Background: an optimization exercise with open tools, aiming at small area, a short achievable clock period and few clock cycles. Do not read the settings as production practice.
In this exercise RTL edits were held to simulation tests only and were not proved equivalent to the original.
Power and IR drop assume default switching activity.

### flow/run.sh
#!/bin/bash
# Layout flow: the standard ORFS flow (standard.sh: ORFS synthesis with
# synth_recipe.tcl, floorplan, power grid, tap cells, placement, CTS, routing),
# with these changes, all passed to make as VAR=value:
#  - synthesis runs synth_recipe.tcl through flow/synth_abc.tcl, which only
#    swaps ABC's mapping script for flow/area.abc (an area-oriented mapping;
#    the flip-flops are mapped before ABC and stay as synth_recipe.tcl maps them);
#  - ADDER_MAP_FILE is empty, so adders are left to ABC as plain gates;
#  - the port buffers are plain buffers (buffer_ports -buffer_cell);
#  - any further settings in flow/extra.env, one VAR=value per line.
# make's full output goes to orfs_flow.log here; ORFS writes each step's log
# under orfs/logs/.
set -euo pipefail
here=$(pwd)
export FLOW_SYNTH_TCL="$here/synth_recipe.tcl"
export FLOW_ABC_SCRIPT="$here/flow/area.abc"
extra=("SYNTH_SCRIPT=$here/flow/synth_abc.tcl" "ADDER_MAP_FILE="
       "BUFFER_PORTS_ARGS=-buffer_cell sky130_fd_sc_hd__buf_2")
if [[ -f flow/extra.env ]]; then
  while IFS= read -r line; do
    [[ -z "$line" || "$line" == \#* ]] && continue
    extra+=("$line")
  done < flow/extra.env
fi
bash standard.sh "${extra[@]}" finish > "$here/orfs_flow.log" 2>&1
### flow/area.abc
strash
dch -f
map -a
strash
dch -f
map -a
strash
dch -f
map -a
topo
dnsize
### flow/extra.env
SETUP_SLACK_MARGIN=5.25
BUFFER_PORTS_ARGS=-buffer_cell sky130_fd_sc_hd__buf_1
### flow/synth_abc.tcl
# The standard flow's synthesis script (synth_recipe.tcl, unchanged), with the ABC
# technology-mapping script replaced by the one in FLOW_ABC_SCRIPT. ABC maps
# only the combinational logic; the flip-flops are mapped before it.
proc abc {args} {
  set i [lsearch -exact $args -script]
  if {$i >= 0 && [info exists ::env(FLOW_ABC_SCRIPT)]} {
    lset args [expr {$i + 1}] $::env(FLOW_ABC_SCRIPT)
  }
  yosys abc {*}$args
}
source $::env(FLOW_SYNTH_TCL)
### standard.sh
#!/bin/bash
# synth_recipe.tcl (not shown) runs the flow's synth.tcl, then flattens the netlist and writes it again
# the make line also repeats each setting of config.mk as NAME=value (left out here)
make -C /OpenROAD-flow-scripts/flow DESIGN_CONFIG=/design/flow/config.mk WORK_HOME=/design/flow/orfs CLKGATE_MAP_FILE= SYNTH_SCRIPT=/design/flow/synth_recipe.tcl "${@:-finish}"
### config.mk
export PLATFORM = sky130hd
export DESIGN_NAME = fpga_disp_ctrl
export DESIGN_NICKNAME = fpga_disp_ctrl
export VERILOG_FILES = /design/flow/design.v
export SDC_FILE = /design/flow/constraint.sdc
export NUM_CORES = 4
export LEC_CHECK = 0
export ABC_AREA = 1
export CAP_MARGIN = 20
export CORE_MARGIN = 2
export CORE_UTILIZATION = 40
export CTS_BUF_LIST = sky130_fd_sc_hd__clkbuf_8
export SETUP_SLACK_MARGIN = 5
export SLEW_MARGIN = 20
export SYNTH_HIERARCHICAL = 1
export SYNTH_MINIMUM_KEEP_SIZE = 0
### constraint.sdc
create_clock -name core_clock -period 8.0 [get_ports {clk}]
set_input_delay 1.6000 -clock core_clock [delete_from_list [all_inputs] [get_ports {clk}]]
set_output_delay 1.6000 -clock core_clock [all_outputs]
set_load 0.01 [all_outputs]
### design.v
module fpga_disp_next (
  input  wire        rdy,
  input  wire [2:0]  st,
  input  wire        cs,
  input  wire        rst_l,
  input  wire        sclk,
  input  wire        set0,
  input  wire [8:0]  cnt,
  input  wire        aux,
  input  wire        intn,
  input  wire        redraw,
  input  wire        fb_we,
  input  wire [14:0] fb_addr,
  input  wire [7:0]  fb_data,
  output reg         rdy_i,
  output reg  [2:0]  st_i,
  output reg         set0_i,
  output reg  [8:0]  cnt_i,
  output reg         intn_i,
  output reg         redraw_i,
  output reg         we_i,
  output reg  [14:0] addr_i,
  output reg  [7:0]  data_i,
  output wire        stall_b,       
  output reg  [2:0]  st_b,
  output reg  [8:0]  cnt_b,
  output wire        aux_b,
  output reg         intn_b,
  output wire        we_b,
  output wire        cs_fall,       
  output wire        sclk_inc,      
  output wire        sclk_hit,      
  output wire [5:0]  scnt_inc,
  output wire        rst_fall,      
  output wire        rst_rise       
);
  localparam [4:0] C_SKIP = 5'd28,    
                   C_SET0 = 5'd23,    
                   C_SET1 = 5'd31;    
  localparam [14:0] A_TOP = 15'd25308;
  wire [4:0] cls   = fb_addr[4:0];    
  wire [5:0] scnt  = fb_addr[12:7];   
  wire       s_prog  = st == 3'd0;
  wire       s_cmd   = st == 3'd1;
  wire       s_param = st == 3'd2;
  wire       s_scene = st == 3'd3;
  wire       s_line  = st == 3'd4;
  wire       s_data  = st == 3'd5;
  wire       s_fill  = st[2:1] == 2'b11;
  wire [7:0] d = fb_data;             
  wire [7:0] exp_c =
    (cls == 5'd0) ? "D" :
    (cls == 5'd1) ? "a" :
    (cls == 5'd2) ? "t" :
    (cls == 5'd3) ? "e" :
    (cls == 5'd4) ? ":" :
    (cls == 5'd5) ? " " :
    (cls == 5'd6) ? "D" :
    (cls == 5'd7) ? "e" :
    (cls == 5'd8) ? "c" :
    (cls == 5'd9) ? " " :
    (cls == 5'd10) ? "1" :
    (cls == 5'd11) ? "0" :
    (cls == 5'd12) ? " " :
    (cls == 5'd13) ? "2" :
    (cls == 5'd14) ? "0" :
    (cls == 5'd15) ? "1" :
    (cls == 5'd16) ? "4" :
    (cls == 5'd17) ? " " :
    (cls == 5'd18) ? "0" :
    (cls == 5'd19) ? "8" :
    (cls == 5'd20) ? ":" :
    (cls == 5'd21) ? "3" :
    (cls == 5'd22) ? "0" :
    8'h00;
  reg [4:0] cls_n;
  always @(*) begin
    cls_n = cls;
    if (cls < 5'd23) begin
      if (d == 8'h00) cls_n = (cls < 5'd5) ? 5'd0 : C_SET1;
      else if (d == exp_c) cls_n = cls + 5'd1;    
      else cls_n = (cls < 5'd5) ? C_SKIP : C_SET1;
    end else if (cls == C_SKIP && d == 8'h00) begin
      cls_n = 5'd0;
    end
  end
  wire       col_end = cnt[7:0] == 8'd172;    
  wire       fresh   = aux && s_data;
  wire [7:0] adj_col = fresh ? ((d < 8'd148) ? d : 8'd0) : fb_addr[7:0];
  wire [14:0] a_adj  = A_TOP + adj_col + !fresh;
  always @(*) begin
    rdy_i    = rdy;
    st_i     = st;
    set0_i   = set0;
    cnt_i    = cnt;
    intn_i   = intn;
    redraw_i = redraw;
    we_i     = 1'b0;
    addr_i   = fb_addr;
    data_i   = fb_data;
    if (fb_we || fresh)
      addr_i = (col_end || fresh) ? a_adj : fb_addr - 15'd148;
    if (s_scene)
      addr_i = A_TOP;
    if (s_prog && aux)
      addr_i[4:0] = cls_n;
    if (s_prog && !rdy) begin
      rdy_i        = 1'b1;
      intn_i       = 1'b1;
      cnt_i        = 9'd0;
      addr_i[12:7] = 6'd0;
      addr_i[4:0]  = 5'd0;
    end
    if (s_prog || (s_cmd && aux))
      set0_i = cls == C_SET0;
    if (!rdy && s_cmd) begin
      rdy_i  = 1'b1;
      intn_i = 1'b1;
      if (set0) begin
        if (d == 8'h01) begin st_i = 3'd2; cnt_i = 9'd0; end
        else if (d == 8'h04) st_i = 3'd3;
        else begin intn_i = 1'b0; st_i = 3'd1; end
      end else begin
        if (d == 8'h00) ;
        else if (d == 8'h01) st_i = 3'd4;
        else if (d == 8'h02) begin redraw_i = 1'b1; intn_i = 1'b0; st_i = 3'd1; end
        else begin intn_i = 1'b0; st_i = 3'd1; end
      end
    end
    if (!rdy && s_scene) begin
      intn_i = 1'b0;
      st_i   = 3'd1;
      if (d[7:2] == 6'd0) begin
        st_i     = (d[1:0] == 2'd1) ? 3'd7 : 3'd6;
        redraw_i = 1'b1;
        we_i     = 1'b1;
        data_i   = (d[1:0] == 2'd2) ? 8'h30 : (d[1:0] == 2'd3) ? 8'h0C : 8'h00;
        cnt_i    = 9'd1;
      end else begin
        rdy_i = 1'b1;
      end
    end
    if (s_fill) begin
      we_i = 1'b1;
      if (col_end)
        cnt_i = {(fb_addr[7:0] >= 8'd49) && (fb_addr[7:0] <= 8'd96), 8'd1};
      else
        cnt_i[7:0] = cnt[7:0] + 8'd1;
      if (st[0])
        data_i = (cnt[8] && cnt[7:0] >= 8'd62 && cnt[7:0] <= 8'd109) ? 8'hFC : 8'h00;
      if (fb_addr == 15'd295) begin               
        rdy_i = 1'b1;
        st_i  = 3'd1;
      end
    end
  end
  wire trig = cnt[7:0] == 8'd188;
  assign stall_b = cs && (s_cmd || s_scene);
  assign aux_b   = cs && ((s_prog && !cnt[8] && cnt[8:1] != 8'd0) || s_line);
  assign we_b    = cs && s_data && !trig && cnt[7:0] < 8'd172;
  always @(*) begin
    st_b   = st;
    cnt_b  = cnt;
    intn_b = intn;
    if (cs) begin
      case (st)
        3'd0:  if (!cnt[8]) cnt_b = cnt + 9'd1;
        3'd2: begin
          if (cnt[1:0] == 2'd3) begin intn_b = 1'b0; st_b = 3'd1; end
          else cnt_b = cnt + 9'd1;
        end
        3'd4: begin
          cnt_b  = 9'd240;
          st_b   = 3'd5;
          intn_b = 1'b1;
        end
        3'd5: begin
          if (trig) begin
            st_b   = 3'd4;
            intn_b = 1'b0;
          end else begin
            cnt_b = cnt + 9'd1;
          end
        end
        default: ;
      endcase
    end
  end
  assign cs_fall  = cs && !s_prog;
  assign sclk_inc = !sclk && !cs && s_prog;
  assign sclk_hit = sclk_inc && scnt == 6'd19;        
  assign scnt_inc = {scnt[4:0], ~(scnt[5] ^ scnt[4])};
  assign rst_fall = rst_l;
  assign rst_rise = !rst_l;
endmodule
module fpga_disp_ctrl (
  input  wire        clk,
  input  wire        rst,        
  input  wire        ev_valid,
  output wire        ev_ready,
  input  wire [2:0]  ev_type,
  input  wire [7:0]  ev_data,
  output reg         intn,
  output reg         cdone,
  output reg         redraw,
  output reg         fb_we,
  output reg  [14:0] fb_addr,
  output reg  [7:0]  fb_data
);
  reg        rdy;           
  reg [2:0]  st;
  reg        cs, rst_l, sclk;
  reg        set0;          
  reg [8:0]  cnt;
  reg        aux;
  assign ev_ready = rdy;
  wire        rdy_i, set0_i, intn_i, redraw_i, we_i;
  wire [2:0]  st_i, st_b;
  wire [8:0]  cnt_i, cnt_b;
  wire [14:0] addr_i;
  wire [7:0]  data_i;
  wire        stall_b, aux_b, intn_b, we_b;
  wire        cs_fall, sclk_inc, sclk_hit, rst_fall, rst_rise;
  wire [5:0]  scnt_inc;
  fpga_disp_next u_next (
    .rdy(rdy), .st(st), .cs(cs), .rst_l(rst_l), .sclk(sclk), .set0(set0),
    .cnt(cnt), .aux(aux), .intn(intn), .redraw(redraw), .fb_we(fb_we),
    .fb_addr(fb_addr), .fb_data(fb_data),
    .rdy_i(rdy_i), .st_i(st_i), .set0_i(set0_i), .cnt_i(cnt_i), .intn_i(intn_i),
    .redraw_i(redraw_i), .we_i(we_i), .addr_i(addr_i), .data_i(data_i),
    .stall_b(stall_b), .st_b(st_b), .cnt_b(cnt_b), .aux_b(aux_b), .intn_b(intn_b),
    .we_b(we_b),
    .cs_fall(cs_fall), .sclk_inc(sclk_inc), .sclk_hit(sclk_hit), .scnt_inc(scnt_inc),
    .rst_fall(rst_fall), .rst_rise(rst_rise)
  );
  wire acc  = ev_valid && rdy;
  wire b0   = ev_data[0];
  wire e_b  = acc && ev_type == 3'd0;                   
  wire e_c0 = acc && ev_type == 3'd1 && !b0 && cs_fall;  
  wire e_s  = acc && ev_type == 3'd2;                   
  wire e_s1 = e_s && b0 && sclk_inc;                    
  wire e_r  = acc && ev_type == 3'd3;                   
  wire e_r0 = e_r && !b0 && rst_fall;                   
  wire e_r1 = e_r && b0 && rst_rise;                    
  wire e_n  = acc && ev_type == 3'd4;                   
  always @(posedge clk) begin
    if (rst) begin
      rdy    <= 1'b0;           
      st     <= 3'd0;
      cs     <= 1'b0;
      rst_l  <= 1'b0;
      sclk   <= 1'b0;
      cdone  <= 1'b0;
      redraw <= 1'b0;
      fb_we  <= 1'b0;
    end else begin
      rdy    <= !e_r0 && rdy_i && !(e_b && stall_b);
      st     <= e_r0 ? 3'd0 :
                (e_c0 || (e_s1 && sclk_hit)) ? 3'd1 :
                e_b ? st_b : st_i;
      if (acc && ev_type == 3'd1) cs <= b0;
      if (e_r) rst_l <= b0;
      if (e_s) sclk <= b0;
      cdone  <= (e_s1 && sclk_hit) ? 1'b1 : e_r1 ? 1'b0 : cdone;
      redraw <= e_n ? 1'b0 : redraw_i;
      fb_we  <= e_b ? we_b : we_i;
    end
    cnt    <= e_b ? cnt_b : cnt_i;
    aux    <= (e_b && aux_b) || (e_s1 && sclk_hit);
    intn   <= (e_c0 || (e_s1 && sclk_hit)) ? 1'b0 : e_b ? intn_b : intn_i;
    set0   <= set0_i;
    fb_data <= rdy ? ev_data : data_i;
    fb_addr[14:13] <= addr_i[14:13];
    fb_addr[12:7]  <= e_s1 ? scnt_inc : addr_i[12:7];
    fb_addr[6:0]   <= addr_i[6:0];
  end
endmodule
==> results of run 1 <==
Yosys cell counts, types with 2 or more instances:
library cell	count
nand3_1	16
xor2_1	7
nor3_1	20
a31oi_1	9
a22oi_1	3
nor4_1	4
a21oi_1	53
o31ai_1	4
o32ai_1	6
o211ai_1	2
mux2_2	7
nand2_1	124
buf_4	6
dfxtp_1	45
o2111ai_1	2
a211oi_1	5
nand4_1	4
a221oi_1	4
o22ai_1	15
a2111oi_0	2
nor2_1	107
o21ai_0	46
clkinv_1	105
sequential cells by signal, indices dropped and copies added, names as in the netlist:
register / count
rst_l: 1
set0: 1
cnt: 9
sclk: 1
fb_addr: 15
fb_data: 8
cdone: 1
cs: 1
redraw: 1
rdy: 1
fb_we: 1
intn: 1
st: 3
aux: 1
power breakdown:
part           switching, mW  internal [mW]
clock                 0.0873         0.0928
combinational         0.0276         0.0158
sequential           0.00858          0.227
cells by family after synthesis:
| family | share of synthesized area |
|---|---|
| xor+xnor | 0.01754 |
| buf+inv | 0.1267 |
| flops | 0.2577 |
| simple gates | 0.3182 |
| mux | 0.02255 |
| compound gates | 0.2573 |
per-module statistics from Yosys, one instance, submodules excluded:
| module | flip-flops and latches | cells | times used |
|---|---|---|---|
| fpga_disp_ctrl | 45 | 155 | 1 |
| fpga_disp_next | 0 | 447 | 1 |
area by class of cell:
cell class / instances / area [um^2]
Fill cell: 960 / 4446
Sequential cell: 45 / 922.1
Clock inverter: 3 / 42.54
Timing Repair Buffer: 49 / 214.0
Inverter: 105 / 420.4
Clock buffer: 5 / 68.82
Multi-Input combinational cell: 445 / 2345
Tap cell: 108 / 135.1
per-layer routing:
metal / global-route usage / routed length (um) / vias to the layer above
met1: 0.2882 / 4844 / 1941
li1: - / - / 2121
met4: 0.1047 / 356 / 0
met5: 0 / 0 / -
met2: 0.4164 / 5771 / 141
met3: 0.03022 / 596 / 32
final timing paths:
path | start | to | slack (ns)
max | fb_addr[7]$_DFF_P_ | fb_addr[7] | 5.33
min | cdone$_SDFFE_PP0P_ | cdone$_SDFFE_PP0P_ | 0.46
max reg2reg | fb_addr[3]$_DFF_P_ | fb_addr[1]$_DFF_P_ | 5.40
min reg2reg | cdone$_SDFFE_PP0P_ | cdone$_SDFFE_PP0P_ | 0.46
worst register-to-register path, delay by kind of cell, from the launching register on:
kind / cells / cell delay [ns]
AO/OA/AOI/OAI: 3 / 0.59
AND/OR/NAND/NOR: 6 / 0.94
XOR/XNOR: 1 / 0.17
flip-flops: 1 / 0.40
buffers and inverters: 2 / 0.41
per-stage QoR:
stage                 util  hold slack (ns)  total power, mW  cells  area (um^2)
floorplan                -           0.4336           0.2674    602         3555
global placement    0.4425           0.4503           0.2839    745         3802
detailed placement  0.4425           0.4549           0.2841    745         3802
CTS                 0.4632           0.4693           0.4651    753         3980
global route        0.4827           0.4961           0.4801    760         4148
finish              0.4827           0.4638           0.4593    760         4148
repair_timing:
item	CTS	global route
endpoints found under the setup margin	36	31
pin swaps	0	5
setup buffers	0	7
gates resized for setup	27	42
hold buffers	0	0
==> results.sh, run 1 <==
export IMPL_clock_sinks=45
export IMPL_dp_hpwl_mm=8.898
export IMPL_cp_num_cells=1
export IMPL_ys_seq_area_frac=0.2577
export IMPL_die_h_um=97.49
export IMPL_drc=0
export IMPL_critPathMaxFanout=9
export IMPL_final_cell_mix="nand2_1 (116), clkinv_1 (85), nor2_1 (85)"
export IMPL_totalWireLength_mm=11.57
export IMPL_max_stage_delay_ns=0.56
export IMPL_dieArea_mm2=0.009503
export IMPL_synth_cells=602
export IMPL_htreeDepth=2
export IMPL_grt_max_degree=17
export IMPL_mappedNetlistArea_mm2=0.003496
export IMPL_yosys_warnings=8
export IMPL_drv_cap=0
export IMPL_ys_flop_type="dfxtp_1"
export IMPL_final_max_slew_viol_count=0
export IMPL_cp_end_kind="primary output"
export IMPL_synth_area_leader_cell="dfxtp_1"
export IMPL_critPathArrivalTime_ns=1.07
export IMPL_ys_seq_elements=45
export IMPL_syn2layout_area_growth_pct=18.65
export IMPL_syn_nets=616
export IMPL_drive_gt1_frac=0.1319
export IMPL_relSlewSlack=0.5721
export IMPL_clk_path_buf_depth=2
export IMPL_worstHoldPathCells=2
export IMPL_crit_slowest_cell="dfxtp_1"
export IMPL_gp_congestion=0.9476
export IMPL_io_pins=42
export IMPL_power_density_mw_per_mm2=110.7
export IMPL_fin_crit_sh=0.3337
export IMPL_tightest_slew_ns=0.6352
export IMPL_hold_path_class="reg2reg"
export IMPL_vias=4235
export IMPL_netlist_top_cells_area="dfxtp_1 (26%), nand2_1 (13%), nor2_1 (11%), clkinv_1 (11%), a21oi_1 (7.6%)"
export IMPL_crit_buf_inv=1
export IMPL_leakage_nw=1.474
export IMPL_nets=665
export IMPL_finalSetupViolations=0
export IMPL_firstDrtPassIters=5
export IMPL_start_kind="flop"
export IMPL_ys_async_sr_fraction=0
export IMPL_grt_antenna_before_repair=0
export IMPL_critPathTopFamily="flip-flops"
export IMPL_ff2ff_path_depth=12
export IMPL_drtAntennaViolNets=0
export IMPL_vdd_drop_max_uv=64.37
export IMPL_synth_edf_count=0
export IMPL_drt_initial_drc_count=241
export IMPL_worst_slack_ns=5.330
export IMPL_synthDistinctLibCells=29
export IMPL_synth_avg_cell_area_um2=5.807
export IMPL_status="no timing/DRC/antenna violations"
export IMPL_portBuffers=41
export IMPL_post_drt_wl_per_cell_um=15.22
export IMPL_cts_buffers=5
export IMPL_final_common_cell="nand2_1"
export IMPL_path_class="reg2out"
export IMPL_overflow=0
export IMPL_clock_latency_ns=0.31
export IMPL_rows=34
export IMPL_diodes=0
export IMPL_initial_utilization=0.4068
export IMPL_fmax_mhz=374.6
export IMPL_period_needed_ns=2.670
export IMPL_first_global_vias=3842
export IMPL_synth_top_area_frac=0.2577
export IMPL_viasPerCell=5.572
export IMPL_cts_tree="done"
export IMPL_crit_chain="buf_1"
export IMPL_rsz0062_at_grt="true"
export IMPL_setup_tns_ns=0
export IMPL_fp_dieW_um=97.49
export IMPL_track_usage=0.2370
export IMPL_grt_pass1_wl_mm=18.61
export IMPL_cp_required_ns=6.40
export IMPL_coreArea_mm2=0.008593
export IMPL_cts_root_buffer="clkbuf_8"
export IMPL_hold_viol=0
export IMPL_fin_worst_skew_ns=0.01476
export IMPL_place_ws_ns=4.617
export IMPL_path_clk_slew_ns=0.10
Testbench counts, summed over its fixed seeds: cycles 661,407.
==> run 2, diff against run 1 <==
--- a/config.mk
+++ b/config.mk
@@ -12,5 +12,3 @@
 export CTS_BUF_LIST = sky130_fd_sc_hd__clkbuf_8
 export SETUP_SLACK_MARGIN = 5
 export SLEW_MARGIN = 20
-export SYNTH_HIERARCHICAL = 1
-export SYNTH_MINIMUM_KEEP_SIZE = 0
==> run 2 against run 1 <==
Net effect:
- still clean on timing, DRC and antenna
- clock power barely moved
- power rose by 9.5%
- clock-buffer cell count did not move
- wire length fell by 2.4%
- core utilization rose by 7.8 points
- critical path depth rose by 10
- worst setup slack got worse by 0.17 ns
- synthesized cell count fell by 14%
- first-iteration DRC count rose by 36%
- die area fell by 6.1%
- flip-flop and latch count did not move
- area after synthesis fell by 6.4%
- critical endpoint is now intn$_SDFFE_PP0P_
==> results.sh, run 2 <==
export IMPL_drtAntennaViolNets=0
export IMPL_first_global_vias=3569
export IMPL_hold_viol=0
export IMPL_syn_nets=534
export IMPL_drv_cap=0
export IMPL_track_usage=0.2501
export IMPL_htreeDepth=2
export IMPL_p_clk_frac=0.353
export IMPL_grt_pass1_wl_mm=17.65
export IMPL_fin_crit_sh=0.3556
export IMPL_rsz0062_at_grt="true"
export IMPL_synth_avg_cell_area_um2=6.292
export IMPL_rows=32
export IMPL_fmax_mhz=351.5
export IMPL_gp_congestion=0.9187
export IMPL_sequentialPowerShare=0.516
export IMPL_initial_utilization=0.4191
export IMPL_p_sw_frac=0.2826
export IMPL_hold_start="sclk$_SDFFE_PP0P_"
export IMPL_cts_buffers=5
export IMPL_comb_power_share=0.131
export IMPL_grt_antenna_before_repair=0
export IMPL_finalSetupViolations=0
export IMPL_crit_path_start="ev_valid"
export IMPL_synth_cells=520
export IMPL_syn2layout_area_growth_pct=33.84
export IMPL_reg2reg_slack_ns=5.33
export IMPL_grt_max_degree=16
export IMPL_mappedNetlistArea_mm2=0.003272
export IMPL_switchingPower_mw=0.1422
export IMPL_relSlewSlack=0.5625
export IMPL_diodes=0
export IMPL_drt_initial_drc_count=328
export IMPL_final_max_slew_viol_count=0
export IMPL_post_drt_wl_per_cell_um=16.10
export IMPL_synth_area_leader_cell="dfxtp_1"
export IMPL_setup_tns_ns=0
export IMPL_dp_hpwl_mm=8.312
export IMPL_dieArea_mm2=0.008919
export IMPL_portBuffers=41
export IMPL_cts_root_buffer="clkbuf_8"
export IMPL_clock_latency_ns=0.30
export IMPL_overflow=0
export IMPL_cp_end_kind="flop"
export IMPL_critPathArrivalTime_ns=3.07
export IMPL_ys_seq_elements=45
export IMPL_path_class="in2reg"
export IMPL_power_density_mw_per_mm2=114.9
export IMPL_yosys_warnings=2
export IMPL_regMostFlops="fb_addr"
export IMPL_totalWireLength_mm=11.29
export IMPL_synth_edf_count=16
export IMPL_die_h_um=94.44
export IMPL_critPathCapture="intn$_SDFFE_PP0P_"
export IMPL_status="no timing/DRC/antenna violations"
export IMPL_r2r_end="intn$_SDFFE_PP0P_"
export IMPL_firstDrtPassIters=5
export IMPL_coreArea_mm2=0.007807
export IMPL_nets=612
export IMPL_cp_required_ns=8.23
export IMPL_yosysMostFrequentCell="nor2_1"
export IMPL_vdd_drop_max_uv=85.76
export IMPL_p_int_mw=0.3608
export IMPL_synth_common_cells="nor2_1 (110), clkinv_1 (94), o21ai_0 (61)"
export IMPL_tightest_slew_ns=0.6503
export IMPL_io_pins=42
export IMPL_netlist_top_cells_area="dfxtp_1 (18%), edfxtp_1 (15%), nor2_1 (13%), clkinv_1 (11%), o21ai_0 (9.3%)"
export IMPL_synth_top_area_frac=0.1774
export IMPL_final_cell_mix="nor2_1 (82), clkinv_1 (69), o21ai_0 (47)"
export IMPL_largest_reg_flops=15
export IMPL_ff2ff_path_depth=12
export IMPL_r2r_start="cnt[3]$_DFFE_PP_"
export IMPL_fp_dieW_um=94.44
export IMPL_vias=3965
export IMPL_place_inst=663
export IMPL_ys_seq_area_frac=0.3243
export IMPL_clk_path_buf_depth=2
export IMPL_ys_flop_type="dfxtp_1"
export IMPL_drive_gt1_frac=0.2504
export IMPL_synthDistinctLibCells=33
export IMPL_path_clk_slew_ns=0.09
export IMPL_cts_tree="done"
export IMPL_cts_hold_buf=0
export IMPL_leakage_nw=1.505
export IMPL_final_common_cell="nor2_1"
export IMPL_critPathMaxFanout=8
export IMPL_start_kind="input port"
export IMPL_viasPerCell=5.656
export IMPL_period_needed_ns=2.845
export IMPL_fin_worst_skew_ns=0.01225
export IMPL_hold_path_class="reg2reg"
export IMPL_reg_largest_list="fb_addr: 15 flops, cnt: 9 flops, fb_data: 8 flops"
export IMPL_stdcell_count=701
export IMPL_ys_async_sr_fraction=0
export IMPL_drc=0
export IMPL_clock_sinks=45
==> run 2: changes by cell type in the layout (fill, tap and decap cells not counted), sizes merged, moves of 6 or more <==
cell,change
buf,+22
inv,+8
o21ai,+15
clkinv,-19
o22ai,-9
edfxtp,+16
a21oi,-15
mux2,-7
nand2,-71
nor3,+11
nand3,+6
dfxtp,-16
==> run 2: cell families after synthesis <==
| family | share of synthesized area |
|---|---|
| buffers and inverters | 0.1078 |
| XOR/XNOR | 0.01071 |
| AND/OR/NAND/NOR | 0.2918 |
| flip-flops | 0.3243 |
| AO/OA/AOI/OAI | 0.2654 |
==> run 2: per-layer routing <==
| metal | share of wire | GRT usage |
|---|---|---|
| met3 | 0.066 | 0.02953 |
| met2 | 0.44 | 0.3792 |
| met4 | 0.010 | 0.05072 |
| met1 | 0.48 | 0.3814 |
| met5 | 0 | 0 |
==> run 2: metrics by stage <==
stage                     utilization  hold WS (ns)  worst slack, ns  total power [mW]  cell area [um^2]
after global routing           0.5609        0.5276            5.021            0.5254              4379
after floorplan                     -        0.4483            4.943            0.2977              3385
final                          0.5609        0.4871            5.155            0.5030              4379
after detailed placement       0.4696        0.4702            4.554            0.3204              3666
after CTS                      0.5112        0.4865            5.173            0.4993              3991
after global placement         0.4696        0.4664            4.593            0.3198              3666
==> run 2: critical path, cell delays in order <==
cell and delay, ns:
buf_8 0.08, nand2_8 0.05, nor2_4 0.16, inv_4 0.05
nor3_4 0.24, buf_4 0.17, clkinv_4 0.09, buf_4 0.16
a31oi_2 0.21, o21ai_0 0.11, a31oi_1 0.15
==> run 2: layout make-up <==
type	instances	area [um^2]
Inverter	94	390.4
Sequential cell	45	1092
Tap cell	102	127.6
Multi-Input combinational cell	381	2242
Timing Repair Buffer	71	414.1
Clock buffer	5	68.82
Clock inverter	3	43.79
Fill cell	775	3428
==> run 2: power by group through the flow <==
stage | logic, mW | clock network [mW] | registers (mW)
floorplan | 0.0343 | 0 | 0.263
global placement | 0.0549 | 0 | 0.265
detailed placement | 0.0552 | 0 | 0.265
CTS | 0.0587 | 0.181 | 0.260
global route | 0.0729 | 0.191 | 0.261
finish | 0.0657 | 0.178 | 0.260
==> run 2: repair_timing <==
item	CTS	global route
endpoints found under the setup margin	50	34
pin swaps	13	22
gates resized for setup	43	89
setup buffers	16	14
==> run 2: worst min path at each step <==
stage,cells past startpoint,endpoint,slack [ns]
after floorplan,2,sclk$_SDFFE_PP0P_,0.45
after global placement,2,sclk$_SDFFE_PP0P_,0.47
after detailed placement,2,sclk$_SDFFE_PP0P_,0.47
after CTS,2,sclk$_SDFFE_PP0P_,0.49
after global routing,2,sclk$_SDFFE_PP0P_,0.53
final,2,sclk$_SDFFE_PP0P_,0.49
==> run 3, diff against run 2 <==
--- a/design.v
+++ b/design.v
@@ -84,10 +84,11 @@
       cls_n = 5'd0;
     end
   end
+  wire [8:0] cnt_inc = cnt + 9'd1;
   wire       col_end = cnt[7:0] == 8'd172;    
   wire       fresh   = aux && s_data;
-  wire [7:0] adj_col = fresh ? ((d < 8'd148) ? d : 8'd0) : fb_addr[7:0];
-  wire [14:0] a_adj  = A_TOP + adj_col + !fresh;
+  wire [7:0] adj_col = fresh ? ((d < 8'd148) ? d : 8'd0) : s_scene ? 8'd0 : fb_addr[7:0];
+  wire [14:0] a_adj  = A_TOP + adj_col + (!fresh && !s_scene);
   always @(*) begin
     rdy_i    = rdy;
     st_i     = st;
@@ -98,10 +99,8 @@
     we_i     = 1'b0;
     addr_i   = fb_addr;
     data_i   = fb_data;
-    if (fb_we || fresh)
-      addr_i = (col_end || fresh) ? a_adj : fb_addr - 15'd148;
-    if (s_scene)
-      addr_i = A_TOP;
+    if (fb_we || fresh || s_scene)
+      addr_i = (col_end || fresh || s_scene) ? a_adj : fb_addr - 15'd148;
     if (s_prog && aux)
       addr_i[4:0] = cls_n;
     if (s_prog && !rdy) begin
@@ -145,7 +144,7 @@
       if (col_end)
         cnt_i = {(fb_addr[7:0] >= 8'd49) && (fb_addr[7:0] <= 8'd96), 8'd1};
       else
-        cnt_i[7:0] = cnt[7:0] + 8'd1;
+        cnt_i[7:0] = cnt_inc[7:0];
       if (st[0])
         data_i = (cnt[8] && cnt[7:0] >= 8'd62 && cnt[7:0] <= 8'd109) ? 8'hFC : 8'h00;
       if (fb_addr == 15'd295) begin               
@@ -164,10 +163,10 @@
     intn_b = intn;
     if (cs) begin
       case (st)
-        3'd0:  if (!cnt[8]) cnt_b = cnt + 9'd1;
+        3'd0:  if (!cnt[8]) cnt_b = cnt_inc;
         3'd2: begin
           if (cnt[1:0] == 2'd3) begin intn_b = 1'b0; st_b = 3'd1; end
-          else cnt_b = cnt + 9'd1;
+          else cnt_b = cnt_inc;
         end
         3'd4: begin
           cnt_b  = 9'd240;
@@ -179,7 +178,7 @@
             st_b   = 3'd4;
             intn_b = 1'b0;
           end else begin
-            cnt_b = cnt + 9'd1;
+            cnt_b = cnt_inc;
           end
         end
         default: ;
--- a/config.mk
+++ b/config.mk
@@ -12,3 +12,5 @@
 export CTS_BUF_LIST = sky130_fd_sc_hd__clkbuf_8
 export SETUP_SLACK_MARGIN = 5
 export SLEW_MARGIN = 20
+export SYNTH_HIERARCHICAL = 1
+export SYNTH_MINIMUM_KEEP_SIZE = 0
==> run 3 against run 2 <==
Net effect:
- still clean on timing, DRC and antenna
- via count is 6.9% higher
- hold slack worse by 0.016 ns
- power is 13% lower
- clock power is about 10% lower
==> results.sh, run 3 <==
export IMPL_clock_sinks=45
export IMPL_synth_simple_area_share=0.3209
export IMPL_ys_flop_type="dfxtp_1"
export IMPL_cts_root_buffer="clkbuf_8"
export IMPL_drive_gt1_frac=0.1606
export IMPL_comb_power_share=0.093
export IMPL_dieArea_mm2=0.009386
export IMPL_crit_chain="buf_1"
export IMPL_synth_area_leader_cell="dfxtp_1"
export IMPL_cp_end_kind="primary output"
export IMPL_cts_hold_buf=0
export IMPL_path_clk_slew_ns=0.10
export IMPL_die_h_um=96.88
export IMPL_grt_pass1_wl_mm=18.56
export IMPL_crit_slowest_cell="dfxtp_1"
export IMPL_grt_antenna_before_repair=0
export IMPL_synth_top_area_frac=0.2611
export IMPL_drtAntennaViolNets=0
export IMPL_synth_common_cells="nand2_1 (125), clkinv_1 (102), nor2_1 (99)"
export IMPL_critPathMaxFanout=9
export IMPL_syn_nets=606
export IMPL_vdd_drop_max_uv=60.72
export IMPL_p_clk_frac=0.364
export IMPL_cp_required_ns=6.40
export IMPL_fp_dieW_um=96.88
export IMPL_p_int_mw=0.3071
export IMPL_largest_reg_flops=15
export IMPL_synth_area_mux_share=0.02284
export IMPL_relSlewSlack=0.5417
export IMPL_drc=0
export IMPL_regMostFlops="fb_addr"
export IMPL_power_density_mw_per_mm2=104.6
export IMPL_yosysMostFrequentCell="nand2_1"
export IMPL_hold_viol=0
export IMPL_viasPerCell=5.582
export IMPL_yosys_warnings=8
export IMPL_leakage_nw=1.585
export IMPL_fmax_mhz=371.0
export IMPL_period_needed_ns=2.695
export IMPL_stdcell_count=759
export IMPL_reg_largest_list="fb_addr: 15 flops, cnt: 9 flops, fb_data: 8 flops"
export IMPL_initial_utilization=0.4158
export IMPL_finalSetupViolations=0
export IMPL_drv_cap=0
export IMPL_coreArea_mm2=0.008299
export IMPL_max_stage_delay_ns=0.58
export IMPL_place_inst=731
export IMPL_final_common_cell="nand2_1"
export IMPL_cts_tree="done"
export IMPL_gp_congestion=0.9841
export IMPL_diodes=0
export IMPL_switchingPower_mw=0.1320
export IMPL_final_max_slew_viol_count=0
export IMPL_synth_xor_area_frac=0.02030
export IMPL_critPathTopFamily="flip-flops"
export IMPL_ys_async_sr_fraction=0
export IMPL_mappedNetlistArea_mm2=0.003451
export IMPL_clock_latency_ns=0.31
export IMPL_synth_compound_area_frac=0.2498
export IMPL_dp_hpwl_mm=8.733
export IMPL_htreeDepth=2
export IMPL_first_global_vias=3774
export IMPL_io_pins=42
export IMPL_totalWireLength_mm=11.56
export IMPL_ys_seq_elements=45
export IMPL_yosys_area_share_adder=0
export IMPL_firstDrtPassIters=5
export IMPL_tightest_slew_ns=0.6822
export IMPL_netlist_top_cells_area="dfxtp_1 (26%), nand2_1 (14%), clkinv_1 (11%), nor2_1 (11%), o21ai_0 (7.1%)"
export IMPL_fin_crit_sh=0.3369
export IMPL_clk_path_buf_depth=2
export IMPL_rsz0062_at_grt="true"
export IMPL_portBuffers=41
export IMPL_grt_max_degree=17
export IMPL_hold_path_class="reg2reg"
export IMPL_overflow=0
export IMPL_track_usage=0.2368
export IMPL_rows=33
export IMPL_cts_buffers=5
export IMPL_synth_top_family_by_area="simple AND/OR/NAND/NOR gates"
export IMPL_start_kind="flop"
export IMPL_drt_initial_drc_count=239
export IMPL_p_sw_frac=0.3005
export IMPL_synthDistinctLibCells=30
export IMPL_syn2layout_area_growth_pct=21.68
export IMPL_synth_avg_cell_area_um2=5.829
export IMPL_synth_cells=592
export IMPL_final_cell_mix="nand2_1 (118), clkinv_1 (82), nor2_1 (79)"
export IMPL_sequentialPowerShare=0.543
export IMPL_path_class="reg2out"
export IMPL_ys_seq_area_frac=0.2611
export IMPL_post_drt_wl_per_cell_um=15.23
export IMPL_status="no timing/DRC/antenna violations"
export IMPL_setup_tns_ns=0
export IMPL_fin_worst_skew_ns=0.006017
export IMPL_nets=667
export IMPL_synth_edf_count=0
export IMPL_vias=4237
export IMPL_critPathArrivalTime_ns=1.10
export IMPL_crit_buf_inv=1
-- run 3: cell count changes after synthesis, moves of 11 or more --
cell      before  now
dfxtp_1       29   45
edfxtp_1      16    0
nand2_1       53  125
nand3_1       22   11
nor2_1       110   99
o21ai_0       61   49
o22ai_1        6   17
-- run 3: path summary, 6_finish.rpt --
| path | from | endpoint | cells past startpoint | slack [ns] |
|---|---|---|---|---|
| max reg2reg | st[0]$_SDFF_PP0_ | fb_addr[8]$_DFF_P_ | 17 | 5.40 |
| min | sclk$_SDFFE_PP0N_ | sclk$_SDFFE_PP0N_ | 2 | 0.47 |
| min reg2reg | sclk$_SDFFE_PP0N_ | sclk$_SDFFE_PP0N_ | 2 | 0.47 |
| max | fb_data[0]$_DFF_P_ | fb_data[0] | 1 | 5.30 |
-- run 3: cell type report --
cell class / instances / area [um^2]
fillers: 856 / 4100
clock buffers: 5 / 68.82
clock inverters: 3 / 25.02
well taps: 105 / 131.4
repair buffers: 61 / 304.0
multi-input cells: 438 / 2330
flip-flops and latches: 45 / 928.4
inverters: 102 / 411.6
-- run 3: modules after synthesis (local to each module, per instance) --
module | cell area [um^2] | flip-flops and latches
fpga_disp_next | 2052 | 0
fpga_disp_ctrl | 1399 | 45
-- run 3: power by group through the flow --
stage / Clock (mW) / Combinational [mW] / Sequential [mW]
4_1_cts: 0.165 / 0.0388 / 0.240
3_3_place_gp: 0 / 0.0382 / 0.245
2_1_floorplan: 0 / 0.0224 / 0.244
5_1_grt: 0.174 / 0.0455 / 0.239
6_report: 0.160 / 0.0409 / 0.238
3_5_place_dp: 0 / 0.0384 / 0.245
-- run 3: per-stage QoR --
step                      instance area, um^2  hold slack (ns)  setup WS [ns]  utilization  total power [mW]
after floorplan                          3512           0.4336          5.258            -            0.2659
after global routing                     4199           0.4921          5.212       0.5060            0.4584
final                                    4199           0.4713          5.305       0.5060            0.4391
after detailed placement                 3749           0.4567          4.728       0.4517            0.2833
after global placement                   3749           0.4529          4.762       0.4517            0.2832
after CTS                                3906           0.4729          5.097       0.4707            0.4432
-- run 3: what timing repair did --
item	4_1_cts	5_1_grt
resized for setup	20	60
setup buffers	3	17
pin swaps	1	12
endpoints found under the setup margin	31	38
-- run 3: cells by family after synthesis --
logic type                after synthesis
AOI/OAI and AO/OA                     149
xor gates and xnor gates                8
buffers and inverters                 109
DFF                                    45
muxes                                   7
and+or+nand+nor                       274
-- run 3: layer usage --
| layer | up-vias | wire (um) | global-route usage |
|---|---|---|---|
| met4 | 0 | 307 | 0.08017 |
| met3 | 35 | 749 | 0.03035 |
| met5 | - | 0 | 0 |
| met1 | 1903 | 5161 | 0.3147 |
| li1 | 2114 | - | - |
| met2 | 185 | 5345 | 0.3958 |
Testbench counts of run 3, summed over its fixed seeds: cycles 661,407.
==> run 4, diff against run 3 <==
==> flow/extra.env (replaced) <==
SETUP_SLACK_MARGIN=5.3
BUFFER_PORTS_ARGS=-buffer_cell sky130_fd_sc_hd__buf_1
--- a/config.mk
+++ b/config.mk
@@ -10,6 +10,7 @@
 export CORE_MARGIN = 2
 export CORE_UTILIZATION = 40
 export CTS_BUF_LIST = sky130_fd_sc_hd__clkbuf_8
+export CTS_CLUSTER_SIZE = 25
 export SETUP_SLACK_MARGIN = 5
 export SLEW_MARGIN = 20
 export SYNTH_HIERARCHICAL = 1
==> run 4 against run 3 <==
Net effect:
- power decreased by 0.85%
- final area shrank 0.57%
- flip-flop and latch count stayed put
- first-iteration DRC count grew 17%
- non-clock buffer count fell by 3
- sequential share of layout area is 0.31 points higher
- die area did not move
- clock power barely moved
- worst setup slack improved by 0.075 ns
- global-route usage is 0.12 points lower
- via count down 1.8%
==> results.sh, run 4 <==
export IMPL_status="no timing/DRC/antenna violations"
export IMPL_hold_path_class="reg2reg"
export IMPL_r2r_end="fb_addr[1]$_DFF_P_"
export IMPL_clock_sinks=45
export IMPL_diodes=0
export IMPL_start_kind="flop"
export IMPL_leakage_nw=1.553
export IMPL_fp_dieW_um=96.88
export IMPL_clock_latency_ns=0.31
export IMPL_viasPerCell=5.504
export IMPL_cts_tree="done"
export IMPL_rows=33
export IMPL_nets=664
export IMPL_reg_largest_list="fb_addr: 15 flops, cnt: 9 flops, fb_data: 8 flops"
export IMPL_critPathMaxFanout=15
export IMPL_mappedNetlistArea_mm2=0.003451
export IMPL_ys_seq_area_frac=0.2611
export IMPL_critPathArrivalTime_ns=1.02
export IMPL_path_class="reg2out"
export IMPL_first_global_vias=3772
export IMPL_cts_buffers=5
export IMPL_synth_avg_cell_area_um2=5.829
export IMPL_fin_worst_skew_ns=0.008931
export IMPL_critPathCapture="ev_ready"
export IMPL_ys_seq_elements=45
export IMPL_final_core_util=0.5031
export IMPL_synthDistinctLibCells=30
export IMPL_drive_gt1_frac=0.1690
export IMPL_cts_root_buffer="clkbuf_8"
export IMPL_drc=0
export IMPL_p_sw_frac=0.2962
export IMPL_finalSetupViolations=0
export IMPL_totalWireLength_mm=11.38
export IMPL_sequentialPowerShare=0.548
export IMPL_synth_top_area_frac=0.2611
export IMPL_vdd_drop_max_uv=71.71
export IMPL_gp_congestion=0.9920
export IMPL_post_drt_wl_per_cell_um=15.06
export IMPL_final_common_cell="nand2_1"
export IMPL_drv_cap=0
export IMPL_coreArea_mm2=0.008299
export IMPL_place_inst=731
export IMPL_largest_reg_flops=15
export IMPL_syn2layout_area_growth_pct=20.99
export IMPL_hold_viol=0
export IMPL_grt_pass1_wl_mm=18.46
export IMPL_cp_required_ns=6.40
export IMPL_htreeDepth=2
export IMPL_final_cell_mix="nand2_1 (118), clkinv_1 (80), nor2_1 (73)"
export IMPL_comb_power_share=0.092
export IMPL_die_h_um=96.88
export IMPL_max_stage_delay_ns=0.53
export IMPL_clk_path_buf_depth=2
export IMPL_p_clk_frac=0.360
export IMPL_power_density_mw_per_mm2=104.3
export IMPL_critPathTopFamily="flip-flops"
export IMPL_ys_flop_type="dfxtp_1"
export IMPL_grt_max_degree=17
export IMPL_worstHoldPathCells=2
export IMPL_ff2ff_path_depth=12
export IMPL_switchingPower_mw=0.1289
export IMPL_io_pins=42
export IMPL_p_int_mw=0.3064
export IMPL_setup_tns_ns=0
export IMPL_yosysMostFrequentCell="nand2_1"
export IMPL_rsz0062_at_grt="true"
export IMPL_track_usage=0.2356
export IMPL_firstDrtPassIters=5
export IMPL_initial_utilization=0.4158
export IMPL_synth_area_leader_cell="dfxtp_1"
export IMPL_regMostFlops="fb_addr"
export IMPL_fin_crit_sh=0.3275
export IMPL_cts_hold_buf=0
export IMPL_crit_chain="buf_1"
export IMPL_r2r_start="fb_addr[3]$_DFF_P_"
export IMPL_portBuffers=41
export IMPL_cp_end_kind="primary output"
export IMPL_reg2reg_slack_ns=5.43
export IMPL_grt_antenna_before_repair=0
export IMPL_crit_buf_inv=1
export IMPL_fmax_mhz=381.6
export IMPL_dp_hpwl_mm=8.731
export IMPL_vias=4161
export IMPL_drt_initial_drc_count=279
export IMPL_yosys_warnings=8
export IMPL_overflow=0
export IMPL_synth_cells=592
export IMPL_synth_edf_count=0
export IMPL_drtAntennaViolNets=0
export IMPL_final_max_slew_viol_count=0
export IMPL_crit_path_start="rdy$_SDFF_PP0_"
export IMPL_ys_async_sr_fraction=0
export IMPL_crit_slowest_cell="dfxtp_4"
export IMPL_syn_nets=606
export IMPL_path_clk_slew_ns=0.10
export IMPL_relSlewSlack=0.4879
export IMPL_synth_common_cells="nand2_1 (125), clkinv_1 (102), nor2_1 (99)"
export IMPL_netlist_top_cells_area="dfxtp_1 (26%), nand2_1 (14%), clkinv_1 (11%), nor2_1 (11%), o21ai_0 (7.1%)"
export IMPL_tightest_slew_ns=0.7624
export IMPL_dieArea_mm2=0.009386
export IMPL_cp_num_cells=1
export IMPL_period_needed_ns=2.620
export IMPL_stdcell_count=756
run 4: final cells by class:
class	instances	area, um^2
Clock buffer	5	68.82
Clock inverter	3	25.02
Fill cell	881	4124
Inverter	102	415.4
Multi-Input combinational cell	438	2316
Sequential cell	45	935.9
Tap cell	105	131.4
Timing Repair Buffer	58	282.8
run 4: worst min-delay path: stages (launching register included):
cell	delay, ns
dfxtp_1	0.33
nand2_1	0.06
a21oi_1	0.05
run 4: timing repair:
action / in CTS / in global routing
buffers inserted: 3 / 14
resized for setup: 42 / 44
hold endpoints to repair: 0 / 0
endpoints found under the setup margin: 31 / 36
pin swaps: 5 / 7
run 4: logic make-up (layout without fill, tap and decap cells):
family,Yosys count,count (layout),synth area share
AO/OA/AOI/OAI,149,149,0.2498
XOR/XNOR,8,8,0.02031
buffers and inverters,109,168,0.1251
flip-flops,45,45,0.2611
multiplexers,7,7,0.02284
AND/OR/NAND/NOR,274,274,0.3209
run 4: worst min-delay path by stage:
stage                        from                  to  slack, ns
6_report        sclk$_SDFFE_PP0N_   sclk$_SDFFE_PP0N_       0.47
3_5_place_dp   cdone$_SDFFE_PP0P_  cdone$_SDFFE_PP0P_       0.46
3_3_place_gp    sclk$_SDFFE_PP0N_   sclk$_SDFFE_PP0N_       0.45
5_1_grt        cdone$_SDFFE_PP0P_  cdone$_SDFFE_PP0P_       0.50
4_1_cts         sclk$_SDFFE_PP0N_   sclk$_SDFFE_PP0N_       0.47
2_1_floorplan   sclk$_SDFFE_PP0N_   sclk$_SDFFE_PP0N_       0.43
run 4: metal layers:
| metal | up-vias | wire length [um] | global-route usage |
|---|---|---|---|
| li1 | 2094 | - | - |
| met1 | 1883 | 5073 | 0.3119 |
| met2 | 155 | 5411 | 0.3996 |
| met3 | 29 | 642 | 0.03251 |
| met4 | 0 | 256 | 0.06717 |
| met5 | - | 0 | 0 |
run 4: modules after synthesis, one instance, submodules excluded:
module	area, um^2	flip-flops and latches	copies in the design	cells inside
fpga_disp_next	2052	0	1	437
fpga_disp_ctrl	1399	45	1	155
run 4: power groups by stage:
stage	clock, mW	sequential, mW	combinational [mW]
2_1_floorplan	0	0.244	0.0226
3_3_place_gp	0	0.245	0.0380
3_5_place_dp	0	0.245	0.0383
4_1_cts	0.159	0.239	0.0390
5_1_grt	0.170	0.239	0.0446
6_report	0.157	0.238	0.0401
run 4: stage by stage:
stage	area (um^2)	hold slack, ns	setup slack, ns	total power [mW]
6_report	4175	0.4721	5.380	0.4353
5_1_grt	4175	0.4983	5.189	0.4535
4_1_cts	3965	0.4722	5.300	0.4378
3_5_place_dp	3760	0.4580	4.699	0.2832
3_3_place_gp	3760	0.4499	4.735	0.2830
2_1_floorplan	3523	0.4336	5.261	0.2663
==> run 5, diff against run 4 <==
==> flow/area.abc (replaced) <==
strash
dch -f
map -a
strash
dch -f
map -a
strash
dch -f
map -D 1200
topo
dnsize
--- a/config.mk
+++ b/config.mk
@@ -10,7 +10,6 @@
 export CORE_MARGIN = 2
 export CORE_UTILIZATION = 40
 export CTS_BUF_LIST = sky130_fd_sc_hd__clkbuf_8
-export CTS_CLUSTER_SIZE = 25
 export SETUP_SLACK_MARGIN = 5
 export SLEW_MARGIN = 20
 export SYNTH_HIERARCHICAL = 1
==> run 5 against run 4 <==
Net effect:
- final cell count is 1.7% lower
- clock power increased by 5%
- register-to-register slack improved by 0.02 ns
- clock skew up 0.0016 ns
- combinational power grew 6.0%
- sequential power barely moved
- non-clock buffer count fell by 15
- hold slack got worse by 0.0055 ns
- via count increased by 3.9%
- critical path type unchanged
==> results.sh, run 5 <==
export IMPL_fin_area_mm2=0.003993
export IMPL_final_cell_mix="nand2_1 (146), clkinv_1 (73), nor2_1 (62)"
export IMPL_synthDistinctLibCells=37
export IMPL_status="no timing/DRC/antenna violations"
export IMPL_overflow=0
export IMPL_critPathTopFamily="flip-flops"
export IMPL_grt_pass1_wl_mm=20.24
export IMPL_mappedNetlistArea_mm2=0.003515
export IMPL_vdd_drop_max_uv=74.34
export IMPL_vias=4323
export IMPL_dieArea_mm2=0.009552
export IMPL_final_max_slew_viol_count=0
export IMPL_tightest_slew_ns=0.6461
export IMPL_die_h_um=97.74
export IMPL_ys_flop_type="dfxtp_1"
export IMPL_gp_congestion=0.9713
export IMPL_first_global_vias=4108
export IMPL_regMostFlops="fb_addr"
export IMPL_rsz0062_at_grt="true"
export IMPL_track_usage=0.2543
export IMPL_fp_dieW_um=97.74
export IMPL_crit_slowest_cell="dfxtp_2"
export IMPL_largest_reg_flops=15
export IMPL_power_density_mw_per_mm2=112.0
export IMPL_hold_viol=0
export IMPL_max_stage_delay_ns=0.55
export IMPL_synth_cells=591
export IMPL_hold_path_class="reg2reg"
export IMPL_stdcell_count=743
export IMPL_place_inst=733
export IMPL_post_drt_wl_per_cell_um=16.22
export IMPL_yosys_warnings=8
export IMPL_fmax_mhz=376.0
export IMPL_drt_initial_drc_count=305
export IMPL_grt_max_degree=18
export IMPL_clock_sinks=45
export IMPL_crit_chain="buf_1"
export IMPL_viasPerCell=5.818
export IMPL_yosysMostFrequentCell="nand2_1"
export IMPL_cts_buffers=5
export IMPL_path_class="reg2out"
export IMPL_crit_buf_inv=1
export IMPL_reg_largest_list="fb_addr: 15 flops, cnt: 9 flops, fb_data: 8 flops"
export IMPL_cp_end_kind="primary output"
export IMPL_ys_async_sr_fraction=0
export IMPL_rows=34
export IMPL_fillCellCount=945
export IMPL_period_needed_ns=2.659
export IMPL_finalSetupViolations=0
export IMPL_synth_area_leader_cell="dfxtp_1"
export IMPL_drc=0
export IMPL_grt_antenna_before_repair=0
export IMPL_diodes=0
export IMPL_p_total_mw=0.4474
export IMPL_final_common_cell="nand2_1"
export IMPL_netlist_top_cells_area="dfxtp_1 (26%), nand2_1 (16%), clkinv_1 (8.4%), nor2_1 (7.7%), o21ai_0 (7.0%)"
export IMPL_ys_seq_elements=45
export IMPL_synth_common_cells="nand2_1 (150), clkinv_1 (79), nor2_1 (72)"
export IMPL_nets=648
export IMPL_ys_seq_area_frac=0.2563
export IMPL_synth_top_area_frac=0.2563
export IMPL_syn2layout_area_growth_pct=13.60
export IMPL_critPathMaxFanout=16
export IMPL_fin_crit_sh=0.3324
export IMPL_initial_utilization=0.4070
export IMPL_start_kind="flop"
export IMPL_cts_root_buffer="clkbuf_8"
export IMPL_relSlewSlack=0.5659
export IMPL_path_clk_slew_ns=0.11
export IMPL_leakage_nw=1.453
export IMPL_cp_required_ns=6.40
export IMPL_drv_cap=0
export IMPL_drtAntennaViolNets=0
export IMPL_io_pins=42
export IMPL_timing_hold_ws_ns=0.4666
export IMPL_cts_tree="done"
export IMPL_firstDrtPassIters=5
export IMPL_dp_hpwl_mm=9.224
export IMPL_syn_nets=605
export IMPL_place_area_mm2=0.003806
export IMPL_clock_latency_ns=0.32
export IMPL_drive_gt1_frac=0.08819
export IMPL_fin_worst_skew_ns=0.01052
export IMPL_synth_edf_count=0
export IMPL_htreeDepth=2
export IMPL_coreArea_mm2=0.008636
export IMPL_synth_avg_cell_area_um2=5.947
export IMPL_totalWireLength_mm=12.05
export IMPL_portBuffers=41
export IMPL_critPathArrivalTime_ns=1.06
export IMPL_setup_tns_ns=0
export IMPL_clk_path_buf_depth=2
[run 5: cell count changes in the layout (fill, tap and decap cells not counted), moves of 9 or more]
| cell | delta |
|---|---|
| nand2_1 | +28 |
| buf_4 | -15 |
| nor2_2 | -12 |
| nor2_1 | -11 |
| nand3_1 | +10 |
| inv_2 | -9 |
[run 5: per-module statistics from Yosys (local to each module, per instance)]
module          cells inside  flip-flops and latches  cell area (um^2)  copies in the design
fpga_disp_ctrl           154                      45              1400                     1
fpga_disp_next           437                       0              2115                     1
[run 5: metrics by stage]
step           utilization  setup WS [ns]
3_5_place_dp        0.4407          4.717
5_1_grt             0.4623          5.208
3_3_place_gp        0.4407          4.787
4_1_cts             0.4542          5.302
6_report            0.4623          5.341
2_1_floorplan            -          5.307
[run 5: cells by family (layout without fill, tap and decap cells)]
family,after synthesis,count (layout),synth area share
AOI/OAI and AO/OA,158,158,0.2670
and+or+nand+nor,293,293,0.3510
buffers and inverters,86,130,0.09825
muxes,7,7,0.02243
DFF,45,45,0.2563
xor gates and xnor gates,2,2,0.004985
[run 5: layer usage]
layer | part of all wire | routed length (um) | GRT usage
met2 | 0.46 | 5501 | 0.4111
met4 | 0.031 | 379 | 0.1132
met1 | 0.45 | 5417 | 0.3392
met3 | 0.063 | 754 | 0.03508
met5 | 0 | 0 | 0
[run 5: final timing paths]
kind                 startpoint  slack, ns  cells past startpoint                end
max reg2reg    st[2]$_SDFF_PP0_       5.45                     11     cnt[1]$_DFF_P_
max          fb_addr[4]$_DFF_P_       5.34                      1         fb_addr[4]
min           sclk$_SDFFE_PP0N_       0.47                      2  sclk$_SDFFE_PP0N_
min reg2reg   sclk$_SDFFE_PP0N_       0.47                      2  sclk$_SDFFE_PP0N_
[run 5: what timing repair did]
action | in CTS | in global routing
hold buffers | 0 | 0
buffers inserted | 0 | 2
setup endpoints to repair | 31 | 39
endpoints found under the hold margin | 0 | 0
resized for setup | 11 | 20
pin swaps | 0 | 1
[run 5: power by group]
| group | switching (mW) | total (mW) | internal [mW] |
|---|---|---|---|
| registers | 0.0112 | 0.240 | 0.229 |
| logic | 0.0267 | 0.0425 | 0.0158 |
| clock network | 0.0984 | 0.165 | 0.0663 |
| total | 0.136 | 0.447 | 0.311 |
[run 5: area by class of cell]
cell class,instances,area [um^2],area share
multi-input combinational,460,2371,0.5939
tap,108,135.1,0.03385
clock buffer,5,68.82,0.01724
clock inverter,3,28.78,0.007208
timing repair buffer,43,168.9,0.04231
sequential,45,913.4,0.2288
inverter,79,306.5,0.07678
==> run 6, diff against run 5 <==
==> flow/area.abc (replaced) <==
strash
dch -f
map -a
strash
dch -f
map -a
strash
dch -f
map -D 1800
topo
dnsize
==> run 6 against run 5 <==
Net effect:
- synthesized cell count decreased by 1.4%
- global-route usage decreased by 1.3 points
- die area down 2.1%
- sequential power about the same
- flip-flop and latch count did not move
- clock power is 9% lower
- critical path depth did not move
- hold slack better by 0.0031 ns
- core utilization grew 4.6 points
- wire length is 4.8% lower
- clock-buffer cell count unchanged
==> results.sh, run 6 <==
export IMPL_status="no timing/DRC/antenna violations"
export IMPL_crit_chain="buf_1"
export IMPL_path_clk_slew_ns=0.10
export IMPL_drc=0
export IMPL_synth_cells=583
export IMPL_post_drt_wl_per_cell_um=15.30
export IMPL_timing_hold_ws_ns=0.4697
export IMPL_cp_end_kind="primary output"
export IMPL_portBuffers=41
export IMPL_io_pins=42
export IMPL_hold_viol=0
export IMPL_final_cell_mix="nand2_1 (125), clkinv_1 (80), nor2_1 (62)"
export IMPL_initial_utilization=0.4161
export IMPL_crit_slowest_cell="dfxtp_1"
export IMPL_largest_reg_flops=15
export IMPL_firstDrtPassIters=7
export IMPL_clock_sinks=45
export IMPL_clk_path_buf_depth=2
export IMPL_coreArea_mm2=0.008258
export IMPL_r2r_end="fb_addr[8]$_DFF_P_"
export IMPL_worstHoldPathCells=2
export IMPL_p_sw_frac=0.2884
export IMPL_fin_area_mm2=0.004202
export IMPL_r2r_start="st[1]$_SDFF_PP0_"
export IMPL_drv_cap=0
export IMPL_final_core_util=0.5088
export IMPL_ff2ff_path_depth=19
export IMPL_ys_seq_area_frac=0.2622
export IMPL_final_common_cell="nand2_1"
export IMPL_first_global_vias=3859
export IMPL_nets=658
export IMPL_p_total_mw=0.4281
export IMPL_die_h_um=96.68
export IMPL_drive_gt1_frac=0.1674
export IMPL_max_stage_delay_ns=0.55
export IMPL_drtAntennaViolNets=0
export IMPL_final_max_slew_viol_count=0
export IMPL_synth_edf_count=0
export IMPL_place_area_mm2=0.003756
export IMPL_grt_pass1_wl_mm=18.76
export IMPL_cp_required_ns=6.40
export IMPL_critPathTopFamily="flip-flops"
export IMPL_reg2reg_slack_ns=5.38
export IMPL_regMostFlops="fb_addr"
export IMPL_period_needed_ns=2.641
export IMPL_viasPerCell=5.589
export IMPL_ys_flop_type="dfxtp_1"
export IMPL_diodes=0
export IMPL_yosys_warnings=8
export IMPL_cts_hold_buf=0
export IMPL_totalWireLength_mm=11.47
export IMPL_start_kind="flop"
export IMPL_comb_power_share=0.093
export IMPL_syn2layout_area_growth_pct=22.29
export IMPL_crit_buf_inv=1
export IMPL_ys_seq_elements=45
export IMPL_synthDistinctLibCells=30
export IMPL_synth_avg_cell_area_um2=5.893
export IMPL_relSlewSlack=0.5183
export IMPL_reg_largest_list="fb_addr: 15 flops, cnt: 9 flops, fb_data: 8 flops"
export IMPL_p_int_mw=0.3047
export IMPL_grt_max_degree=17
export IMPL_power_density_mw_per_mm2=101.9
export IMPL_leakage_nw=1.590
export IMPL_synth_area_leader_cell="dfxtp_1"
export IMPL_setup_tns_ns=0
export IMPL_critPathMaxFanout=9
export IMPL_fmax_mhz=378.7
export IMPL_sequentialPowerShare=0.555
export IMPL_cts_tree="done"
export IMPL_cts_buffers=5
export IMPL_path_class="reg2out"
export IMPL_tightest_slew_ns=0.7159
export IMPL_cts_root_buffer="clkbuf_8"
export IMPL_ys_async_sr_fraction=0
export IMPL_overflow=0
export IMPL_htreeDepth=2
export IMPL_track_usage=0.2416
export IMPL_syn_nets=597
export IMPL_yosysMostFrequentCell="nand2_1"
export IMPL_fin_worst_skew_ns=0.01304
export IMPL_dp_hpwl_mm=8.725
export IMPL_drt_initial_drc_count=290
export IMPL_gp_congestion=0.9410
export IMPL_vias=4192
export IMPL_vdd_drop_max_uv=61.60
export IMPL_synth_top_area_frac=0.2622
export IMPL_dieArea_mm2=0.009347
export IMPL_hold_end="sclk$_SDFFE_PP0N_"
export IMPL_clock_latency_ns=0.31
export IMPL_netlist_top_cells_area="dfxtp_1 (26%), nand2_1 (15%), clkinv_1 (10%), nor2_1 (8.8%), o21ai_0 (7.3%)"
export IMPL_grt_antenna_before_repair=0
export IMPL_mappedNetlistArea_mm2=0.003436
export IMPL_p_clk_frac=0.351
export IMPL_hold_start="sclk$_SDFFE_PP0N_"
export IMPL_synth_common_cells="nand2_1 (136), clkinv_1 (93), nor2_1 (81)"
export IMPL_rsz0062_at_grt="true"
export IMPL_critPathArrivalTime_ns=1.04
export IMPL_finalSetupViolations=0
export IMPL_hold_path_class="reg2reg"
export IMPL_rows=33
export IMPL_fp_dieW_um=96.68
export IMPL_fin_crit_sh=0.3301
export IMPL_switchingPower_mw=0.1235
==> run 6: cell count changes in the layout (fill, tap and decap cells not counted), sizes merged, moves of 5 or more <==
cell / before / now
nor3: 21 / 27
nand2: 150 / 136
nand3: 21 / 13
a211oi: 0 / 5
nor2: 72 / 81
nand4: 11 / 4
clkinv: 78 / 88
xor2: 2 / 8
buf: 43 / 61
==> run 6: how the worst max path moves through the flow <==
stage                                  start  slack [ns]  cells after the start                  end
after detailed placement          ev_type[0]        4.75                      6     st[0]$_SDFF_PP0_
after floorplan                     ev_valid        5.26                     11     st[2]$_SDFF_PP0_
after global routing        st[1]$_SDFF_PP0_        5.21                     19   fb_addr[8]$_DFF_P_
after global placement            ev_type[0]        4.80                      6     st[0]$_SDFF_PP0_
final                     fb_data[1]$_DFF_P_        5.36                      1           fb_data[1]
after CTS                 fb_addr[4]$_DFF_P_        5.18                     14  fb_addr[14]$_DFF_P_
==> run 6: logic make-up after synthesis <==
group	after synthesis	synth area share
AO/OA/AOI/OAI	148	0.2502
buffers and inverters	100	0.1158
multiplexers	7	0.02294
flip-flops	45	0.2622
AND/OR/NAND/NOR	275	0.3285
XOR/XNOR	8	0.02039
==> run 6: layout make-up <==
type                       instances  area [um^2]
timing repair buffer              61        317.8
fill                             887         4056
inverter                          93        377.9
sequential                        45        938.4
tap                              105        131.4
multi-input combinational        438         2345
clock inverter                     3        22.52
clock buffer                       5        68.82
==> run 6: metrics by stage <==
stage / std cells / setup WS, ns
after floorplan: 583 / 5.258
after global placement: 722 / 4.803
after detailed placement: 722 / 4.745
after CTS: 734 / 5.185
after global routing: 750 / 5.213
final: 750 / 5.359
==> run 6: tightest hold or removal path: stages, from the launching register on <==
cell	delay, ns
dfxtp_1	0.33
nand2_1	0.06
a21oi_1	0.05
==> run 6: power groups by stage <==
stage	clock [mW]	sequential [mW]	combinational (mW)
finish	0.150	0.238	0.0399
global route	0.165	0.239	0.0444
CTS	0.157	0.239	0.0386
detailed placement	0	0.245	0.0380
global placement	0	0.245	0.0377
floorplan	0	0.244	0.0225
==> run 6: per-layer routing <==
layer / global-route usage / up-vias / wire (um)
met5: 0 / - / 0
met4: 0.08776 / 0 / 353
met3: 0.03251 / 26 / 570
met2: 0.4054 / 138 / 5409
met1: 0.3167 / 1938 / 5139
li1: - / 2090 / -
==> run 6: timing repair <==
item / CTS / global route
pin swaps: 4 / 15
setup buffers: 4 / 16
resized for setup: 30 / 47
endpoints found under the setup margin: 31 / 35
==> run 6: per-module statistics from Yosys, one instance, submodules excluded <==
module	cell area, um^2	cells inside	flip-flops and latches
fpga_disp_ctrl	1399	155	45
fpga_disp_next	2037	428	0
==> run 7, diff against run 6 <==
==> flow/area.abc (replaced) <==
strash
dch -f
map -a
strash
dch -f
map -a
strash
dch -f
map -D 1400
topo
dnsize
==> run 7 against run 6 <==
Net effect:
- global-route usage grew 0.078 points
- synthesized cell count up 0.17%
- sequential share of layout area rose by 0.46 points
- hold slack gained 0.0016 ns
- clock-buffer cell count unchanged
- flip-flop and latch count did not move
- fmax hardly changed
- worst setup slack better by 0.0014 ns
- final cell count shrank 1.3%
- register-to-register slack better by 0.06 ns
- core utilization down 2.4 points
- critical endpoint is now fb_addr[4]
- largest cell class unchanged
==> results.sh, run 7 <==
export IMPL_yosys_warnings=8
export IMPL_critPathTopFamily="flip-flops"
export IMPL_synth_edf_count=0
export IMPL_overflow=0
export IMPL_drtAntennaViolNets=0
export IMPL_initial_utilization=0.4152
export IMPL_cts_tree="done"
export IMPL_start_kind="flop"
export IMPL_track_usage=0.2423
export IMPL_fin_crit_sh=0.3299
export IMPL_regMostFlops="fb_addr"
export IMPL_wl_met2_mm=5.331
export IMPL_final_common_cell="nand2_1"
export IMPL_htreeDepth=2
export IMPL_cp_required_ns=6.40
export IMPL_drive_gt1_frac=0.1181
export IMPL_largest_reg_flops=15
export IMPL_critPathArrivalTime_ns=1.04
export IMPL_leakage_nw=1.482
export IMPL_reg_largest_list="fb_addr: 15 flops, cnt: 9 flops, fb_data: 8 flops"
export IMPL_hold_path_class="reg2reg"
export IMPL_hold_viol=0
export IMPL_wl_met3_um=760
export IMPL_crit_chain="buf_1"
export IMPL_crit_buf_inv=1
export IMPL_critPathMaxFanout=15
export IMPL_final_cell_mix="nand2_1 (141), clkinv_1 (75), nor2_1 (65)"
export IMPL_grt_max_degree=17
export IMPL_drc=0
export IMPL_yosysMostFrequentCell="nand2_1"
export IMPL_max_stage_delay_ns=0.54
export IMPL_die_h_um=96.82
export IMPL_mappedNetlistArea_mm2=0.003446
export IMPL_status="no timing/DRC/antenna violations"
## run 7: cell types whose count changed after synthesis, moves of 3 or more
| cell | previous run | this run |
|---|---|---|
| nand2_1 | 136 | 148 |
| clkinv_1 | 93 | 84 |
| nor2_1 | 81 | 74 |
| o21ai_0 | 50 | 55 |
| a211oi_1 | 5 | 1 |
| a22oi_1 | 3 | 7 |
| nor3_1 | 27 | 23 |
| nand3_1 | 13 | 16 |
| xor2_1 | 8 | 5 |
## run 7: final timing paths
check             cells after the start                  end               start  slack, ns
hold / removal                        2    sclk$_SDFFE_PP0N_   sclk$_SDFFE_PP0N_       0.47
hold reg to reg                       2    sclk$_SDFFE_PP0N_   sclk$_SDFFE_PP0N_       0.47
setup / recovery                      1           fb_addr[4]  fb_addr[4]$_DFF_P_       5.36
setup reg to reg                     14  fb_addr[12]$_DFF_P_    st[1]$_SDFF_PP0_       5.44
## run 7: layout make-up
| cell class | count | area share |
|---|---|---|
| sequential | 45 | 0.2280 |
| inverter | 84 | 0.08305 |
| multi-input combinational | 448 | 0.5723 |
| timing repair buffer | 50 | 0.05537 |
| clock inverter | 3 | 0.01151 |
| tap | 105 | 0.03266 |
| clock buffer | 5 | 0.01711 |
## run 7: logic make-up (layout without fill, tap and decap cells)
logic type             Yosys count  after routing  synth area share
multiplexers                     7              7           0.02288
AND/OR/NAND/NOR                281            281            0.3366
buffers and inverters           91            142            0.1057
AO/OA/AOI/OAI                  155            155            0.2607
XOR/XNOR                         5              5           0.01271
flip-flops                      45             45            0.2614
## run 7: worst reg2reg max path: stages, from the launching register on
cell and delay, ns:
dfxtp_2 0.37, clkinv_2 0.10, nand2_2 0.11, nor3_2 0.16
clkinv_1 0.14, nand2_4 0.13, nor2_2 0.09, clkinv_2 0.12
nand2_1 0.08, or2_2 0.31, or2_2 0.31, or2_2 0.30
a21oi_1 0.16, nand2_1 0.07, nand2_1 0.06
## run 7: through the flow
stage / worst slack (ns) / std cells / hold WS (ns)
final: 5.361 / 740 / 0.4712
after global routing: 5.133 / 740 / 0.4958
after detailed placement: 4.673 / 723 / 0.4596
after CTS: 5.308 / 733 / 0.4753
after global placement: 4.758 / 723 / 0.4555
after floorplan: 5.261 / 584 / 0.4336
## run 7: per-module statistics from Yosys, one instance, submodules excluded
module,cells,times used
fpga_disp_next,429,1
fpga_disp_ctrl,155,1
## run 7: power by group
part / switching (mW) / internal, mW / leakage [nW] / total (mW)
Combinational: 0.0245 / 0.0158 / 1.06 / 0.0403
Sequential: 0.0103 / 0.229 / 0.371 / 0.239
Clock: 0.0892 / 0.0937 / 0.0543 / 0.183
## run 7: repair_timing
item / in CTS / in global routing
gates resized for setup: 19 / 20
setup endpoints to repair: 30 / 33
pin swaps: 2 / 3
buffers inserted: 2 / 7
hold buffers: 0 / 0
## run 7: metal layers
layer,vias up,GRT usage
li1,2096,-
met1,1985,0.3043
met2,159,0.4017
met3,36,0.04913
met4,0,0.1051
met5,-,0

Setup slack of run 7, layout unchanged: 5.361 ns with ideal ports, 5.327 ns with driving cells assumed (clock clkbuf_16, inputs buf_2), 5.089 ns with port delays also shifted by the 0.339 ns mid clock arrival.
